Background: an optimization exercise with open tools, aiming at small area and a short achievable clock period. Do not read the settings as production practice. Function was checked by simulation only, so behaviour that the tests miss may differ from the original.

## the reference run
==> module proto_rx, before the edit <==
module proto_rx (
    input  wire         clk,
    input  wire         rst,             
    input  wire         rx_valid,
    input  wire [7:0]   rx_byte,
    input  wire         sync_wait,       
    output reg          frame_valid,
    output reg  [1:0]   frame_status,    
    output wire [15:0]  frame_len,
    output wire [15:0]  frame_rid,
    output wire [15:0]  frame_sid,
    output wire [15:0]  frame_cmd,
    output wire [15:0]  frame_seq,
    output reg          ev_valid,
    output reg  [2:0]   ev_code,         
    output reg  [119:0] ev_data,
    output reg          diag_valid,
    output reg          diag_stale,
    output reg          diag_large,
    output wire [15:0]  diag_diff,
    output reg  [15:0]  expected_next,
    output reg  [31:0]  missing_count
);
    localparam [7:0]  START_BYTE = 8'hAA;
    localparam [7:0]  TOK_HI     = 8'hAB;
    localparam [7:0]  TOK_LO     = 8'hCD;
    localparam [2:0] S_LH = 3'd4,    
                     S_LL = 3'd5,    
                     S_BD = 3'd6;    
    reg  [2:0]   st;             
    reg  [15:0]  k;              
    reg          lst;            
    reg  [15:0]  len;
    reg  [15:0]  rid, sid, cmd, seq;
    reg  [15:0]  crc;            
    reg          t_ab, t_abcd, t_tail;   
    reg          tok45;          
    reg  [16:0]  dif;            
    integer i;
    wire        in_body   = (st == S_BD);
    wire        k_small   = (k[15:5] == 11'd0);
    wire [15:0] len_lo    = {len[15:8], rx_byte};
    wire        last_ll   = (st == S_LL) && (len_lo == 16'd0);
    wire        last_bd   = in_body && lst;
    wire        hdr       = rx_valid && in_body && k_small;
    wire        clr7      = (k[4:0] == 5'd7);
    wire [7:0]  wbus      = rx_byte & {8{~clr7}};    
    wire is_short   = (len < 16'd10);
    wire n_ge1      = (len >= 16'd11);
    wire n_ge6      = (len >= 16'd16);
    wire n_ge15     = (len >= 16'd25);
    wire c_ping     = (cmd == 16'h0001);
    wire c_snap     = (cmd == 16'h8002);
    wire c_ss       = (cmd == 16'h0003);
    wire c_ssack    = (cmd == 16'h8003);
    wire c_power    = (cmd == 16'h8100);
    wire c_play     = (cmd == 16'h8101);
    wire c_file     = (cmd == 16'h0200);
    wire c_config   = (cmd == 16'h0300);
    wire c_unknown  = !(c_ping | c_snap | c_ss | c_ssack | c_power | c_play | c_file | c_config);
    wire shortcut   = c_ss && n_ge6 && t_tail;
    wire stale      = dif[16] && dif[15] && !shortcut;
    wire [7:0]  crc_x    = crc[15:8] ^ rx_byte;
    wire [7:0]  crc_y    = crc_x ^ {4'd0, crc_x[7:4]};
    wire [15:0] crc_next = {crc[7:0], 8'd0} ^ {crc_y[3:0], 12'd0} ^ {3'd0, crc_y, 5'd0} ^ {8'd0, crc_y};
    wire crc_ok     = (crc[7:0] == 8'h00) && (crc_x == 8'h00);
    wire dispatch   = !stale && crc_ok;
    wire ev_any     = (c_snap && n_ge15) || ((c_power || c_play) && n_ge1) ||
                      (c_ssack && sync_wait) || c_unknown;
    wire dif_nz     = (dif[15:0] != 16'd0);
    wire fin        = last_bd && !is_short;
    wire clr_pre    = fin && !stale && ((c_ss && n_ge6 && tok45) || (c_ssack && sync_wait));
    wire kill       = rst || (rx_valid && crc_ok && clr_pre);
    wire upd_e      = rx_valid && fin && !stale;
    wire upd_mc     = upd_e && !shortcut;
    wire [15:0] e_new = shortcut ? 16'd0 : seq + 16'd1;
    wire e_snap     = (ev_code == 3'd4);
    wire e_power    = (ev_code == 3'd1);
    wire e_play     = (ev_code == 3'd2);
    assign frame_len  = len;
    assign frame_rid  = rid;
    assign frame_sid  = sid;
    assign frame_cmd  = cmd;
    assign frame_seq  = seq;
    assign diag_diff  = dif[15:0];
    always @(posedge clk) begin
        dif        <= {1'b0, seq} - {1'b0, expected_next};
        diag_stale <= dif[16] & dif[15];
        diag_large <= !(dif[16] & dif[15]) && (dif[15:2] != 14'd0);
        if (kill)
            expected_next <= 16'd0;
        else if (upd_e)
            expected_next <= e_new;
        if (kill)
            missing_count <= 32'd0;
        else if (upd_mc)
            missing_count <= missing_count + {16'd0, dif[15:0]};
        frame_status <= (st == S_LL || is_short) ? 2'd1 :
                        stale ? 2'd2 : crc_ok ? 2'd0 : 2'd3;
        ev_code    <= c_snap  ? 3'd4 :
                      c_power ? 3'd1 :
                      c_play  ? 3'd2 :
                      c_ssack ? 3'd5 : 3'd3;
        if (rx_valid) begin
            t_ab   <= (rx_byte == TOK_HI);
            t_abcd <= t_ab && (rx_byte == TOK_LO);
            t_tail <= t_abcd;
            case (st)
                S_LH: len[15:8] <= rx_byte;
                S_LL: len[7:0]  <= rx_byte;
                default: ;
            endcase
            if (st == S_LL) begin
                k   <= 16'd1;
                lst <= (len_lo == 16'd1);
                crc <= 16'd0;
            end else if (in_body) begin
                k   <= k + 16'd1;
                lst <= (k + 16'd1 == len);
                crc <= crc_next;
            end
        end
        if (hdr) begin
            case (k[4:0])
                5'd1: rid[15:8] <= rx_byte;
                5'd2: rid[7:0]  <= rx_byte;
                5'd3: sid[15:8] <= rx_byte;
                5'd4: sid[7:0]  <= rx_byte;
                5'd5: cmd[15:8] <= rx_byte;
                5'd6: cmd[7:0]  <= rx_byte;
                5'd7: seq[15:8] <= rx_byte;
                5'd8: seq[7:0]  <= rx_byte;
                5'd14: tok45    <= t_ab && (rx_byte == TOK_LO);
                default: ;
            endcase
            for (i = 0; i < 13; i = i + 1)
                if (clr7 || (e_snap && k[4:0] == i + 9))
                    ev_data[119 - 8*i -: 8] <= wbus;
            if (clr7 || (e_snap && k[4:0] == 5'd22))
                ev_data[15:8] <= clr7 ? (c_unknown ? cmd[15:8] : 8'd0) : rx_byte;
            if (clr7 || (e_snap && k[4:0] == 5'd23) || (e_play && k[4:0] == 5'd9))
                ev_data[7:1] <= clr7 ? (c_unknown ? cmd[7:1] : 7'd0) : rx_byte[7:1];
            if (clr7 || (e_snap && k[4:0] == 5'd23) || ((e_play || e_power) && k[4:0] == 5'd9))
                ev_data[0] <= clr7 ? (c_unknown & cmd[0]) :
                              e_power ? (rx_byte != 8'd0) : rx_byte[0];
        end
        if (rst) begin
            st            <= 3'd0;
            frame_valid   <= 1'b0;
            ev_valid      <= 1'b0;
            diag_valid    <= 1'b0;
        end else begin
            frame_valid <= 1'b0;
            ev_valid    <= 1'b0;
            diag_valid  <= 1'b0;
            if (rx_valid) begin
                if (!st[2]) begin
                    if (rx_byte == START_BYTE)
                        st <= st + 3'd1;         
                    else
                        st <= 3'd0;
                end else if (st == S_LH) begin
                    st <= S_LL;
                end else if (last_ll || last_bd) begin
                    st <= 3'd0;
                end else begin
                    st <= S_BD;
                end
                if (last_ll) begin
                    frame_valid  <= 1'b1;
                end else if (last_bd) begin
                    frame_valid <= 1'b1;
                    if (!is_short) begin
                        diag_valid   <= !shortcut && dif_nz;
                        ev_valid     <= dispatch && ev_any;
                    end
                end
            end
        end
    end
endmodule
Settings: LEC_CHECK=0, CAP_MARGIN=0, CORE_MARGIN=2, CORE_UTILIZATION=70, SETUP_SLACK_MARGIN=5, SLEW_MARGIN=0; clock period 8.0 ns.
standard.sh (not shown) runs the stock make flow with config.mk's settings and CLKGATE_MAP_FILE= SYNTH_SCRIPT=/design/flow/synth_recipe.tcl, a recipe that flattens the netlist after the stock synthesis.
==> flow/flow/run.sh <==
#!/bin/bash
# The standard layout, with the port buffers made from the smallest plain buffer
# and a clock tree of larger sink clusters without dummy balancing loads.
set -euo pipefail
export BUFFER_PORTS_ARGS="-buffer_cell sky130_fd_sc_hd__buf_1"
export CTS_ARGS="-sink_clustering_enable -repair_clock_nets -dont_use_dummy_load -sink_clustering_size 16 -sink_clustering_max_diameter 60 -buf_list {sky130_fd_sc_hd__clkbuf_8}"
bash standard.sh > standard.log 2>&1
Modified inputs, the trial run compared to the reference run
--- a/flow/design.v
+++ b/flow/design.v
@@ -40,13 +40,13 @@
     wire        in_body   = (st == S_BD);
     wire        k_small   = (k[15:5] == 11'd0);
     wire [15:0] len_lo    = {len[15:8], rx_byte};
     wire        last_ll   = (st == S_LL) && (len_lo == 16'd0);
     wire        last_bd   = in_body && lst;
     wire        hdr       = rx_valid && in_body && k_small;
-    wire        clr7      = (k[4:0] == 5'd7);
+    wire        clr7      = (k[4:0] == 5'd8);
     wire [7:0]  wbus      = rx_byte & {8{~clr7}};    
     wire is_short   = (len < 16'd10);
     wire n_ge1      = (len >= 16'd11);
     wire n_ge6      = (len >= 16'd16);
     wire n_ge15     = (len >= 16'd25);
     wire c_ping     = (cmd == 16'h0001);
@@ -55,31 +55,33 @@
     wire c_ssack    = (cmd == 16'h8003);
     wire c_power    = (cmd == 16'h8100);
     wire c_play     = (cmd == 16'h8101);
     wire c_file     = (cmd == 16'h0200);
     wire c_config   = (cmd == 16'h0300);
     wire c_unknown  = !(c_ping | c_snap | c_ss | c_ssack | c_power | c_play | c_file | c_config);
-    wire shortcut   = c_ss && n_ge6 && t_tail;
+    reg f_ss, f_unk;
+    wire e_snap     = (ev_code == 3'd4);
+    wire e_power    = (ev_code == 3'd1);
+    wire e_play     = (ev_code == 3'd2);
+    wire e_ssack    = (ev_code == 3'd5);
+    wire shortcut   = f_ss && n_ge6 && t_tail;
     wire stale      = dif[16] && dif[15] && !shortcut;
     wire [7:0]  crc_x    = crc[15:8] ^ rx_byte;
     wire [7:0]  crc_y    = crc_x ^ {4'd0, crc_x[7:4]};
     wire [15:0] crc_next = {crc[7:0], 8'd0} ^ {crc_y[3:0], 12'd0} ^ {3'd0, crc_y, 5'd0} ^ {8'd0, crc_y};
     wire crc_ok     = (crc[7:0] == 8'h00) && (crc_x == 8'h00);
     wire dispatch   = !stale && crc_ok;
-    wire ev_any     = (c_snap && n_ge15) || ((c_power || c_play) && n_ge1) ||
-                      (c_ssack && sync_wait) || c_unknown;
+    wire ev_any     = (e_snap && n_ge15) || ((e_power || e_play) && n_ge1) ||
+                      (e_ssack && sync_wait) || f_unk;
     wire dif_nz     = (dif[15:0] != 16'd0);
     wire fin        = last_bd && !is_short;
-    wire clr_pre    = fin && !stale && ((c_ss && n_ge6 && tok45) || (c_ssack && sync_wait));
+    wire clr_pre    = fin && !stale && ((f_ss && n_ge6 && tok45) || (e_ssack && sync_wait));
     wire kill       = rst || (rx_valid && crc_ok && clr_pre);
     wire upd_e      = rx_valid && fin && !stale;
     wire upd_mc     = upd_e && !shortcut;
     wire [15:0] e_new = shortcut ? 16'd0 : seq + 16'd1;
-    wire e_snap     = (ev_code == 3'd4);
-    wire e_power    = (ev_code == 3'd1);
-    wire e_play     = (ev_code == 3'd2);
     assign frame_len  = len;
     assign frame_rid  = rid;
     assign frame_sid  = sid;
     assign frame_cmd  = cmd;
     assign frame_seq  = seq;
     assign diag_diff  = dif[15:0];
@@ -94,12 +96,14 @@
         if (kill)
             missing_count <= 32'd0;
         else if (upd_mc)
             missing_count <= missing_count + {16'd0, dif[15:0]};
         frame_status <= (st == S_LL || is_short) ? 2'd1 :
                         stale ? 2'd2 : crc_ok ? 2'd0 : 2'd3;
+        f_ss       <= c_ss;
+        f_unk      <= c_unknown;
         ev_code    <= c_snap  ? 3'd4 :
                       c_power ? 3'd1 :
                       c_play  ? 3'd2 :
                       c_ssack ? 3'd5 : 3'd3;
         if (rx_valid) begin
             t_ab   <= (rx_byte == TOK_HI);
@@ -134,17 +138,17 @@
                 default: ;
             endcase
             for (i = 0; i < 13; i = i + 1)
                 if (clr7 || (e_snap && k[4:0] == i + 9))
                     ev_data[119 - 8*i -: 8] <= wbus;
             if (clr7 || (e_snap && k[4:0] == 5'd22))
-                ev_data[15:8] <= clr7 ? (c_unknown ? cmd[15:8] : 8'd0) : rx_byte;
+                ev_data[15:8] <= clr7 ? (f_unk ? cmd[15:8] : 8'd0) : rx_byte;
             if (clr7 || (e_snap && k[4:0] == 5'd23) || (e_play && k[4:0] == 5'd9))
-                ev_data[7:1] <= clr7 ? (c_unknown ? cmd[7:1] : 7'd0) : rx_byte[7:1];
+                ev_data[7:1] <= clr7 ? (f_unk ? cmd[7:1] : 7'd0) : rx_byte[7:1];
             if (clr7 || (e_snap && k[4:0] == 5'd23) || ((e_play || e_power) && k[4:0] == 5'd9))
-                ev_data[0] <= clr7 ? (c_unknown & cmd[0]) :
+                ev_data[0] <= clr7 ? (f_unk & cmd[0]) :
                               e_power ? (rx_byte != 8'd0) : rx_byte[0];
         end
         if (rst) begin
             st            <= 3'd0;
             frame_valid   <= 1'b0;
             ev_valid      <= 1'b0;
Findings:
- Looking at total track usage, the trial run sits 0.84 points below the reference run.
- On the trial run: synthesized-area fraction occupied by ao, oa, aoi and oai cells is 0.97 points lower than what the reference run gave.
- The trial run and the reference run ended up with roughly the same share of the final layout cell area in multi-input gates.
- Wire length shrinks by a few percent when moving from the reference run to the trial run.
- Against the reference run, synthesized area in the trial run fell slightly.

[static timing again, ports no longer ideal]
In the flow no input, the clock included, has a driving cell. The finished layouts below were timed again as built, in two steps.
Step 1 sets driving cells, clkbuf_16 on the clock port and buf_2 on the other inputs (assumed; they add their load-dependent delay and slew).
Step 2 adds t to the input delays and takes it off the output delays; t is the mean of the earliest and latest rising clock arrival at the registers after step 1. Input paths then give back, and output paths get back, about the clock's delay inside the block.
a / b / c = ideal ports / drivers / drivers and shift; a / b = the first two.
run | t (ns) | slack for setup (ns) | latest minus earliest clock arrival (ns) | slew at the worst register clock pin (ns) | worst slew at a driven data input, ns
the reference run | 0.599 | 5.040 / 4.996 / 4.478 | 0.053 / 0.052 | 0.10 / 0.10 | 0.06
the trial run | 0.579 | 5.011 / 5.036 / 4.458 | 0.037 / 0.037 | 0.11 / 0.11 | 0.04
After both steps every run listed still meets setup and hold. The setup slack of the reference run, which loses most, moves by -0.044 ns with the drivers and by -0.562 ns with both steps.
